What follows belongs to an exercise in optimizing a design on an open flow for small area, a short achievable clock period and few clock cycles; a production flow would make more cautious choices.
Only simulation tests tie the RTL to the original design; equivalence was not proved.
No activity file was given, so power comes from the tool's default toggle rates.

==> flow/design.v (excerpt) <==
module lmp_decoder (
    input             clk,
    input             rst,         
    input             ev_valid,
    output            ev_ready,
    input      [1:0]  ev_kind,     
    input      [31:0] ev_time,
    output reg        res_valid,
    output reg [3:0]  res_err,     
    output     [32:0] res_period,
    output     [63:0] res_freq,
    output     [15:0] res_nbits,
    output     [3:0]  res_nbytes,
    output     [63:0] res_bytes
);
Settings: LEC_CHECK=0, CAP_MARGIN=20, CORE_MARGIN=2, CORE_UTILIZATION=40, PLACE_DENSITY=0.6, SETUP_SLACK_MARGIN=4.8, SLEW_MARGIN=20; clock period 8.0 ns.
standard.sh (not shown) runs the stock make flow with config.mk's settings and CLKGATE_MAP_FILE= SYNTH_SCRIPT=/design/flow/synth_recipe.tcl, a recipe that flattens the netlist after the stock synthesis.
==> flow/flow/run.sh <==
#!/bin/bash
# Standard layout, with plain buf_1 cells as the port buffers instead of the
# delay buffers buffer_ports picks by default, and clock tree synthesis
# without dummy loads.
set -euo pipefail
export BUFFER_PORTS_ARGS="-buffer_cell sky130_fd_sc_hd__buf_1"
export CTS_ARGS="-sink_clustering_enable -repair_clock_nets -sink_clustering_size 16 -sink_clustering_max_diameter 80 -buf_list sky130_fd_sc_hd__clkbuf_8 -dont_use_dummy_load"
bash standard.sh > standard.log 2>&1
Testbench counts at the start, summed over its fixed seeds: cycles 30,458.
Edit:
Settings changed: SETUP_SLACK_MARGIN 4.8 to 5, TNS_END_PERCENT set to 10.
Synthesized area is unchanged.
Critical path depth went down by 1.
First-iteration DRC count went up by 6.7%.
Synthesized cell count does not change.
Utilization went up by 0.94 points.
Non-clock buffer count went up by 30.
Edit:
--- a/flow/flow/run.sh
+++ b/flow/flow/run.sh
@@ -3,2 +3,2 @@
-# delay buffers buffer_ports picks by default, and clock tree synthesis
-# without dummy loads.
+# delay buffers buffer_ports picks by default, clock tree synthesis without
+# dummy loads, and timing repair aiming at a 2.6 ns clock.
@@ -7,0 +8 @@
+export SETUP_SLACK_MARGIN=5.4
Settings changed: SETUP_SLACK_MARGIN 5 to unset, TNS_END_PERCENT 10 to unset.
Result: Worst hold slack is worse by 0.0046 ns. Sequential share of layout area goes down by 4.2 points. First-iteration DRC count goes down by roughly a tenth. Count of clock-buffer cells in the layout goes down by 1. Routed wire length goes up by a few percent. Clock power hardly moves. Utilization goes up by 4.9 points.
Edit:
--- a/flow/flow/run.sh
+++ b/flow/flow/run.sh
@@ -3,2 +3,2 @@
-# delay buffers buffer_ports picks by default, clock tree synthesis without
-# dummy loads, and timing repair aiming at a 2.6 ns clock.
+# delay buffers buffer_ports picks by default, and clock tree synthesis
+# without dummy loads.
@@ -8 +7,0 @@
-export SETUP_SLACK_MARGIN=5.4
Settings changed: CORE_UTILIZATION 40 to 55, PLACE_DENSITY 0.6 to 0.7, SETUP_SLACK_MARGIN set to 5.
The new run passed the timing, DRC and antenna checks.
Maximum frequency drops by 1.7%.
Via count drops by 4.2%.
First-iteration DRC count climbs by 42%.
Total power drops by 7.4%.
Combinational power drops by 15%.
Utilization climbs by 12 points.
Edit:
Settings changed: CORE_UTILIZATION 55 to 40, PLACE_DENSITY 0.7 to 0.6, TNS_END_PERCENT set to 0.
Outcome:
- The new run completed without violations
- worst hold slack hardly moves
- worst setup slack improves by 0.011 ns
- critical path depth goes down by 1
- synthesized area stays the same
- wire length rose by a few percent
- non-clock buffer count came out lower by 24

lmp_decoder again, from the RTL that the note above started with.
// lmp_decoder
module lmp_decoder (
    input             clk,
    input             rst,         
    input             ev_valid,
    output            ev_ready,
    input      [1:0]  ev_kind,     
    input      [31:0] ev_time,
    output reg        res_valid,
    output reg [3:0]  res_err,     
    output     [32:0] res_period,
    output     [63:0] res_freq,
    output     [15:0] res_nbits,
    output     [3:0]  res_nbytes,
    output     [63:0] res_bytes
);
    localparam E_OK = 4'd0, E_ASYM = 4'd7, E_EMPTY = 4'd8, E_FRAMING = 4'd9;
    reg hold;
    assign ev_ready = ~hold;
    reg        s1_v;
    reg [1:0]  s1_k;
    reg [31:0] s1_t;
    wire take = ev_valid & ~hold;
    always @(posedge clk) begin
        s1_v <= take & ~rst;
        s1_k <= ev_kind;
        s1_t <= ev_kind[0] ? ~ev_time : ev_time;    
    end
    wire        p_v, p_first, p_rb0, p_close, p_asym, p_empty, p0_now;
    wire [31:0] p_w;
    lmp_edge_pairer u_pair (
        .clk    (clk),
        .rst    (rst),
        .ev_v   (s1_v),
        .ev_k   (s1_k),
        .ev_t   (s1_t),
        .p_v    (p_v),
        .p_w    (p_w),
        .p_first(p_first),
        .p_rb0  (p_rb0),
        .p_close(p_close),
        .p_asym (p_asym),
        .p_empty(p_empty),
        .p0_now (p0_now)
    );
    reg  [31:0] f0;
    reg  [32:0] d_d;
    reg         d_first, d_pulse, d_rb0;
  ...
export LEC_CHECK = 0
export CAP_MARGIN = 20
export CORE_MARGIN = 2
export CORE_UTILIZATION = 40
export PLACE_DENSITY = 0.6
export SETUP_SLACK_MARGIN = 4.9
export SLEW_MARGIN = 20
create_clock -name core_clock -period 8.0 [get_ports {clk}]
==> flow/flow/run.sh <==
#!/bin/bash
# Standard layout, with plain buf_1 cells as the port buffers instead of the
# delay buffers buffer_ports picks by default, and clock tree synthesis
# without dummy loads.
set -euo pipefail
export BUFFER_PORTS_ARGS="-buffer_cell sky130_fd_sc_hd__buf_1"
export CTS_ARGS="-sink_clustering_enable -repair_clock_nets -sink_clustering_size 16 -sink_clustering_max_diameter 80 -buf_list sky130_fd_sc_hd__clkbuf_8 -dont_use_dummy_load"
bash standard.sh > standard.log 2>&1
The starting point completed with no timing, DRC or antenna violations.
Testbench counts at the start, summed over its fixed seeds: cycles 30,458.
Then changed:
--- a/flow/config.mk
+++ b/flow/config.mk
@@ -10,4 +10,4 @@
 export CORE_UTILIZATION = 40
 export PLACE_DENSITY = 0.6
-export SETUP_SLACK_MARGIN = 4.9
+export SETUP_SLACK_MARGIN = 5
 export SLEW_MARGIN = 20
Routed wire length barely changes; final cell count rises by 0.84%; fmax rises by 2.8%; sequential power stays flat; total power rises by 0.69%; via count rises by 2.4%; cell area rises by 1.4%.
Then changed:
--- a/flow/config.mk
+++ b/flow/config.mk
@@ -6,4 +6,5 @@
 export NUM_CORES = 4
 export LEC_CHECK = 0
+export ABC_AREA = 1
 export CAP_MARGIN = 20
 export CORE_MARGIN = 2
The new run went through all stages and came out clean.
Non-clock buffer count rises by 23.
Critical path depth came out higher by 16.
Clock-buffer cell count is unchanged.
Area after synthesis hardly moves.
Maximum frequency shrinks by 6.1%.
Die area stays flat.
Utilization rises by 0.88 points.
Final cell count goes up by 6.8%.
Then changed:
==> flow/flow/run.sh (replaced) <==
#!/bin/bash
# Standard layout, with plain buf_1 cells as the port buffers instead of the
# delay buffers buffer_ports picks by default, and clock tree synthesis
# without dummy loads.
set -euo pipefail
export BUFFER_PORTS_ARGS="-buffer_cell sky130_fd_sc_hd__buf_1"
export CTS_ARGS="-sink_clustering_enable -repair_clock_nets -sink_clustering_size 12 -sink_clustering_max_diameter 60 -buf_list sky130_fd_sc_hd__clkbuf_8 -dont_use_dummy_load"
bash standard.sh > standard.log 2>&1
--- a/flow/config.mk
+++ b/flow/config.mk
@@ -6,5 +6,4 @@
 export NUM_CORES = 4
 export LEC_CHECK = 0
-export ABC_AREA = 1
 export CAP_MARGIN = 20
 export CORE_MARGIN = 2
Result:
- The new run produced a clean layout
- clock-buffer cell count rises by 13
- sequential power hardly moves
- cell area falls by 0.69%
- register-to-register slack improves by 0.18 ns
- global-route usage rises by 0.53 points
- setup slack improves by 0.066 ns
Then changed:
==> flow/flow/run.sh (replaced) <==
#!/bin/bash
# Standard layout, with plain buf_1 cells as the port buffers instead of the
# delay buffers buffer_ports picks by default, and clock tree synthesis
# without dummy loads.
set -euo pipefail
export BUFFER_PORTS_ARGS="-buffer_cell sky130_fd_sc_hd__buf_1"
export CTS_ARGS="-sink_clustering_enable -repair_clock_nets -sink_clustering_size 16 -sink_clustering_max_diameter 80 -buf_list sky130_fd_sc_hd__clkbuf_8 -root_buf sky130_fd_sc_hd__clkbuf_16 -dont_use_dummy_load"
bash standard.sh > standard.log 2>&1
After rerunning: Clock power went down by a little under a tenth; global-route usage went down by 0.34 points; total power went down by a few percent; non-clock buffer count went down by 29; design area went down slightly; cell count went down slightly; utilization went down by 0.87 points; via count went down slightly; first-iteration DRC count went up by a few percent; fmax went up by a few percent.

static timing again, ports no longer ideal:
The flow's constraints put no driver on any port. The routed layouts listed below were extracted and timed again, unchanged, in two steps. Step 1: set_driving_cell puts a clkbuf_16 on clk and a buf_2 on each other input, an assumption about the parent block. Step 2 adds t to the input delays and takes it off the output delays; t is the mean of the earliest and latest rising clock arrival at the registers after step 1. Input paths then give back, and output paths get back, about the clock's delay inside the block. Three values: ideal ports, drivers, drivers and shift; two values: the first two.
| run | shift t [ns] | slack for setup (ns) | worst setup path at the end | latest minus earliest clock arrival (ns) | cell pins on the clock port's net |
|---|---|---|---|---|---|
| the first run of note 1 | 0.658 | 4.837 / 4.786 / 4.451 | input to register | 0.104 / 0.103 | 1 |
| the second run of note 1 | 0.648 | 4.865 / 4.816 / 4.458 | input to register | 0.124 / 0.124 | 1 |
| the third run of note 1 | 0.648 | 4.917 / 4.860 / 4.872 | input to register | 0.093 / 0.093 | 1 |
| the fourth run of note 1 | 0.635 | 4.864 / 4.810 / 4.745 | input to register | 0.090 / 0.090 | 1 |
| the fifth run of note 1 | 0.655 | 4.875 / 4.820 / 4.470 | input to register | 0.072 / 0.071 | 1 |
| the first run of note 2 | 0.647 | 4.894 / 4.840 / 4.533 | input to register | 0.112 / 0.111 | 1 |
| the second run of note 2 | 0.643 | 4.979 / 4.927 / 4.483 | input to register | 0.066 / 0.067 | 1 |
| the third run of note 2 | 0.637 | 4.782 / 4.776 / 4.690 | input to register | 0.075 / 0.074 | 1 |
| the fourth run of note 2 | 0.667 | 4.847 / 4.793 / 4.487 | input to register | 0.111 / 0.110 | 1 |
| the fifth run of note 2 | 0.574 | 4.981 / 4.925 / 4.690 | input to register | 0.058 / 0.058 | 1 |
After both steps every run listed still meets setup and hold. The setup slack of the second run of note 2, which loses most, moves by -0.052 ns with the drivers and by -0.496 ns with both steps.
